Source: an optimization exercise on an open RTL-to-GDS flow (aim: small area, a short achievable clock period and few clock cycles). Production flows keep margins and buffers that such runs may drop.
Only simulation tests tie the RTL to the original design; equivalence was not proved.

==> 08-10: inputs <==
## drp_predictor
module drp_predictor (
    input  wire        clk,
    input  wire        rst,
    input  wire        cmd_valid,
    output wire        cmd_ready,
    input  wire [2:0]  cmd_op,
    input  wire [15:0] cmd_arg,
    input  wire [31:0] cmd_data,
    output reg         resp_valid,
    output reg  [3:0]  resp_status,
    output reg         resp_flag,
    output reg  [31:0] resp_result
);
clock: 12.0 ns
lec_check: 0
cap_margin: 20
core_margin: 2
core_utilization: 60
setup_slack_margin: 5
slew_margin: 20
run.sh (not shown) runs the stock make flow with config.mk's settings and CLKGATE_MAP_FILE= SYNTH_SCRIPT=/design/flow/synth_recipe.tcl, a recipe that flattens the netlist after the stock synthesis.
==> 05-21 (differences from 08-10) <==
--- a/flow/design.v
+++ b/flow/design.v
@@ -196,14 +196,15 @@
     reg [31:0] b_w;          
     reg [3:0]  b_bk;         
     reg [NB-1:0] b_sel;      
     reg [1:0]  b_r;          
     reg        x_init;       
     reg        x_upd;        
     reg [3:0]  x_bk;         
+    reg [NB-1:0] x_sel;      
     reg [DEPTH-1:1] x_sh;    
     reg [31:0] x_new0;       
     wire       init_b   = b_v && b_init;
     wire       init_x   = resp_valid && x_init;
     wire       inited_f = inited || init_b || init_x;
     wire [2:0] hbits_f  = init_b ? b_bk[2:0] : init_x ? x_bk[2:0] : hbits;
     wire hb1 = c_u[7] ^ c_u[2];
@@ -442,17 +443,18 @@
         end
     end
     reg [DEPTH-1:0] m;
     always @(*) begin
         for (j = 0; j < DEPTH; j = j + 1)
             m[j] = lv[j] && (list[j] == b_w);
     end
-    wire [31:0] rd_cur  = list[b_r];
-    wire [31:0] rd_prev = list[b_r - 2'd1];
     wire        same    = x_upd && (x_bk == b_bk);
+    wire [DEPTH-1:0] x_shv = {x_sh, 1'b0};
+    wire [1:0]  rd_idx  = (same && x_shv[b_r]) ? b_r - 2'd1 : b_r;
+    wire [31:0] rd_cur  = list[rd_idx];
     wire        eq_new0 = (b_w == x_new0);
     reg [DEPTH-1:0] m_n, lv_n;
     reg [31:0]      rdw_n;
     always @(*) begin
         m_n   = m;
         lv_n  = lv;
         rdw_n = rd_cur;
@@ -465,44 +467,36 @@
             for (j = 1; j < DEPTH; j = j + 1) begin
                 if (x_sh[j]) begin
                     m_n[j]  = m[j-1];
                     lv_n[j] = lv[j-1];
                 end
             end
             if (b_r == 2'd0)           rdw_n = x_new0;
-            else if (x_sh[b_r])        rdw_n = rd_prev;
         end
     end
-    wire       hit   = |m_n;
-    wire [1:0] rank  = {m_n[3] | m_n[2], m_n[3] | m_n[1]};
     wire       rd_ok = lv_n[b_r];
     wire [2:0] occ   = lv_n[3] ? 3'd4 : lv_n[2] ? 3'd3 : lv_n[1] ? 3'd2 : lv_n[0] ? 3'd1 : 3'd0;
     reg [DEPTH-1:1] sh;
     always @(*) begin
         for (j = 1; j < DEPTH; j = j + 1)
             sh[j] = b_pred ? ~|(m_n & ((4'd1 << j) - 4'd1)) : (j <= b_r);
     end
+    wire [31:0] pred_res = {8'd0, m_n[3], 1'b0, m_n[1] | m_n[2], m_n[2],
+                            1'b0, m_n[1] | m_n[2] | m_n[3], m_n[0], m_n[0] | m_n[3],
+                            4'd0, b_bk, 6'd0, m_n[2] | m_n[3], m_n[1] | m_n[3]};
     reg [3:0]  r_status;
     reg        r_flag;
     reg [31:0] r_result;
-    reg [14:0] r_code;
     always @(*) begin
-        case (rank)
-            2'd0: r_code = {4'd3, 11'd0};
-            2'd1: r_code = {4'd4, 11'd2};
-            2'd2: r_code = {4'd4, 11'd3};
-            default: r_code = {4'd5, 11'd8};
-        endcase
         r_status = b_st;
         r_flag   = b_fl;
         r_result = b_w;
         if (b_pred) begin
-            r_flag   = hit;
-            r_result = hit ? {1'b0, r_code[10:0], r_code[14:11], 4'd0, b_bk, 6'd0, rank}
-                           : {20'd0, b_bk, 8'd0};
+            r_flag   = |m_n;
+            r_result = pred_res;
         end else if (b_rhit) begin
             r_status = rd_ok ? ST_OK : ST_CORRUPT;
             r_flag   = rd_ok;
             r_result = rd_ok ? rdw_n : 32'd0;
         end else if (b_dread) begin
             r_flag   = rd_ok;
             r_result = rd_ok ? rdw_n : {29'd0, occ};
@@ -512,23 +506,24 @@
         resp_valid  <= b_v && !rst;
         resp_status <= r_status;
         resp_flag   <= r_flag;
         resp_result <= r_result;
         x_init      <= b_init;
         x_upd       <= b_v && !rst && (b_pred || (b_rhit && rd_ok));
         x_bk        <= b_bk;
+        x_sel       <= b_sel;
         x_sh        <= sh;
         x_new0      <= b_pred ? b_w : rdw_n;
     end
     always @(posedge clk) begin
         for (i = 0; i < NB; i = i + 1) begin
             if (init_x) begin
                 for (j = 0; j < DEPTH; j = j + 1)
                     vld[DEPTH*i+j] <= 1'b0;
-            end else if (x_upd && x_bk == i) begin
+            end else if (x_upd && x_sel[i]) begin
                 ent[32*DEPTH*i +: 32] <= x_new0;
                 vld[DEPTH*i]          <= 1'b1;
                 for (j = 1; j < DEPTH; j = j + 1) begin
                     if (x_sh[j]) begin
                         ent[32*(DEPTH*i+j) +: 32] <= ent[32*(DEPTH*i+j-1) +: 32];
                         vld[DEPTH*i+j]            <= vld[DEPTH*i+j-1];
                     end
==> flow/flow/run.sh (new file) <==
#!/bin/bash
set -euo pipefail
bash standard.sh SETUP_SLACK_MARGIN=8 MATCH_CELL_FOOTPRINT=0 \
    "BUFFER_PORTS_ARGS=-buffer_cell sky130_fd_sc_hd__buf_4" finish > standard.log 2>&1
==> flow/standard.sh (new file) <==
#!/bin/bash
# synth_recipe.tcl (not shown) runs the flow's synth.tcl, then flattens the netlist and writes it again
# the make line also repeats each setting of config.mk as NAME=value (left out here)
make -C /OpenROAD-flow-scripts/flow DESIGN_CONFIG=/design/flow/config.mk WORK_HOME=/design/flow/orfs CLKGATE_MAP_FILE= SYNTH_SCRIPT=/design/flow/synth_recipe.tcl "${@:-finish}"
CTS_CLUSTER_DIAMETER = 60   (was not set)
CTS_CLUSTER_SIZE = 30   (was not set)
SETUP_SLACK_MARGIN = not set   (was 5)
removed: flow/run.sh
==> 10-08 (differences from 08-10) <==
--- a/flow/design.v
+++ b/flow/design.v
@@ -196,14 +196,15 @@
     reg [31:0] b_w;          
     reg [3:0]  b_bk;         
     reg [NB-1:0] b_sel;      
     reg [1:0]  b_r;          
     reg        x_init;       
     reg        x_upd;        
     reg [3:0]  x_bk;         
+    reg [NB-1:0] x_sel;      
     reg [DEPTH-1:1] x_sh;    
     reg [31:0] x_new0;       
     wire       init_b   = b_v && b_init;
     wire       init_x   = resp_valid && x_init;
     wire       inited_f = inited || init_b || init_x;
     wire [2:0] hbits_f  = init_b ? b_bk[2:0] : init_x ? x_bk[2:0] : hbits;
     wire hb1 = c_u[7] ^ c_u[2];
@@ -442,17 +443,18 @@
         end
     end
     reg [DEPTH-1:0] m;
     always @(*) begin
         for (j = 0; j < DEPTH; j = j + 1)
             m[j] = lv[j] && (list[j] == b_w);
     end
-    wire [31:0] rd_cur  = list[b_r];
-    wire [31:0] rd_prev = list[b_r - 2'd1];
     wire        same    = x_upd && (x_bk == b_bk);
+    wire [DEPTH-1:0] x_shv = {x_sh, 1'b0};
+    wire [1:0]  rd_idx  = (same && x_shv[b_r]) ? b_r - 2'd1 : b_r;
+    wire [31:0] rd_cur  = list[rd_idx];
     wire        eq_new0 = (b_w == x_new0);
     reg [DEPTH-1:0] m_n, lv_n;
     reg [31:0]      rdw_n;
     always @(*) begin
         m_n   = m;
         lv_n  = lv;
         rdw_n = rd_cur;
@@ -465,44 +467,36 @@
             for (j = 1; j < DEPTH; j = j + 1) begin
                 if (x_sh[j]) begin
                     m_n[j]  = m[j-1];
                     lv_n[j] = lv[j-1];
                 end
             end
             if (b_r == 2'd0)           rdw_n = x_new0;
-            else if (x_sh[b_r])        rdw_n = rd_prev;
         end
     end
-    wire       hit   = |m_n;
-    wire [1:0] rank  = {m_n[3] | m_n[2], m_n[3] | m_n[1]};
     wire       rd_ok = lv_n[b_r];
     wire [2:0] occ   = lv_n[3] ? 3'd4 : lv_n[2] ? 3'd3 : lv_n[1] ? 3'd2 : lv_n[0] ? 3'd1 : 3'd0;
     reg [DEPTH-1:1] sh;
     always @(*) begin
         for (j = 1; j < DEPTH; j = j + 1)
             sh[j] = b_pred ? ~|(m_n & ((4'd1 << j) - 4'd1)) : (j <= b_r);
     end
+    wire [31:0] pred_res = {8'd0, m_n[3], 1'b0, m_n[1] | m_n[2], m_n[2],
+                            1'b0, m_n[1] | m_n[2] | m_n[3], m_n[0], m_n[0] | m_n[3],
+                            4'd0, b_bk, 6'd0, m_n[2] | m_n[3], m_n[1] | m_n[3]};
     reg [3:0]  r_status;
     reg        r_flag;
     reg [31:0] r_result;
-    reg [14:0] r_code;
     always @(*) begin
-        case (rank)
-            2'd0: r_code = {4'd3, 11'd0};
-            2'd1: r_code = {4'd4, 11'd2};
-            2'd2: r_code = {4'd4, 11'd3};
-            default: r_code = {4'd5, 11'd8};
-        endcase
         r_status = b_st;
         r_flag   = b_fl;
         r_result = b_w;
         if (b_pred) begin
-            r_flag   = hit;
-            r_result = hit ? {1'b0, r_code[10:0], r_code[14:11], 4'd0, b_bk, 6'd0, rank}
-                           : {20'd0, b_bk, 8'd0};
+            r_flag   = |m_n;
+            r_result = pred_res;
         end else if (b_rhit) begin
             r_status = rd_ok ? ST_OK : ST_CORRUPT;
             r_flag   = rd_ok;
             r_result = rd_ok ? rdw_n : 32'd0;
         end else if (b_dread) begin
             r_flag   = rd_ok;
             r_result = rd_ok ? rdw_n : {29'd0, occ};
@@ -512,23 +506,24 @@
         resp_valid  <= b_v && !rst;
         resp_status <= r_status;
         resp_flag   <= r_flag;
         resp_result <= r_result;
         x_init      <= b_init;
         x_upd       <= b_v && !rst && (b_pred || (b_rhit && rd_ok));
         x_bk        <= b_bk;
+        x_sel       <= b_sel;
         x_sh        <= sh;
         x_new0      <= b_pred ? b_w : rdw_n;
     end
     always @(posedge clk) begin
         for (i = 0; i < NB; i = i + 1) begin
             if (init_x) begin
                 for (j = 0; j < DEPTH; j = j + 1)
                     vld[DEPTH*i+j] <= 1'b0;
-            end else if (x_upd && x_bk == i) begin
+            end else if (x_upd && x_sel[i]) begin
                 ent[32*DEPTH*i +: 32] <= x_new0;
                 vld[DEPTH*i]          <= 1'b1;
                 for (j = 1; j < DEPTH; j = j + 1) begin
                     if (x_sh[j]) begin
                         ent[32*(DEPTH*i+j) +: 32] <= ent[32*(DEPTH*i+j-1) +: 32];
                         vld[DEPTH*i+j]            <= vld[DEPTH*i+j-1];
                     end
==> flow/flow/run.sh (new file) <==
#!/bin/bash
set -euo pipefail
bash standard.sh SETUP_SLACK_MARGIN=8.5 MATCH_CELL_FOOTPRINT=0 \
    "BUFFER_PORTS_ARGS=-buffer_cell sky130_fd_sc_hd__buf_4" finish > standard.log 2>&1
==> flow/standard.sh (new file) <==
#!/bin/bash
# synth_recipe.tcl (not shown) runs the flow's synth.tcl, then flattens the netlist and writes it again
# the make line also repeats each setting of config.mk as NAME=value (left out here)
make -C /OpenROAD-flow-scripts/flow DESIGN_CONFIG=/design/flow/config.mk WORK_HOME=/design/flow/orfs CLKGATE_MAP_FILE= SYNTH_SCRIPT=/design/flow/synth_recipe.tcl "${@:-finish}"
CTS_CLUSTER_DIAMETER = 60   (was not set)
CTS_CLUSTER_SIZE = 30   (was not set)
SETUP_SLACK_MARGIN = not set   (was 5)
removed: flow/run.sh
==> summary of the runs <==
Core utilization: 10-08 is higher than 08-10 (1.1 points). The lowest via count belongs to 05-21, the highest to 08-10. The highest wire length belongs to 10-08, the lowest to 05-21. Between 08-10 and 05-21, the lower synthesized cell count is in 05-21 (gap 2.0%, measured against 05-21).
Testbench counts of 08-10, summed over its fixed seeds: cycles 16,024.
Testbench counts of 05-21, summed over its fixed seeds: cycles 16,024.
Testbench counts of 10-08, summed over its fixed seeds: cycles 16,024.

## port drivers added, routing unchanged
No port has a modelled driver above. Below, the same layouts with a new extraction and two added sets of constraints.
Step 1, drivers: a clkbuf_16 drives clk and a buf_2 each remaining input, both assumed.
Step 2 adds t to the input delays and takes it off the output delays; t is the mean of the earliest and latest rising clock arrival at the registers after step 1. Input paths then give back, and output paths get back, about the clock's delay inside the block.
Slacks: ideal / step 1 / step 2; pairs: ideal / step 1.
| run | t, ns | setup WS [ns] | worst register clock-pin slew, ns | worst data-port slew with drivers (ns) |
|---|---|---|---|---|
| 08-10 | 0.971 | 6.297 / 6.297 / 6.297 | 0.07 / 0.07 | 0.04 |
| 05-21 | 0.902 | 7.889 / 7.889 / 7.889 | 0.11 / 0.11 | 0.04 |
| 10-08 | 0.908 | 8.206 / 8.116 / 8.302 | 0.11 / 0.11 | 0.04 |
After both steps setup and hold are still met in every run listed.
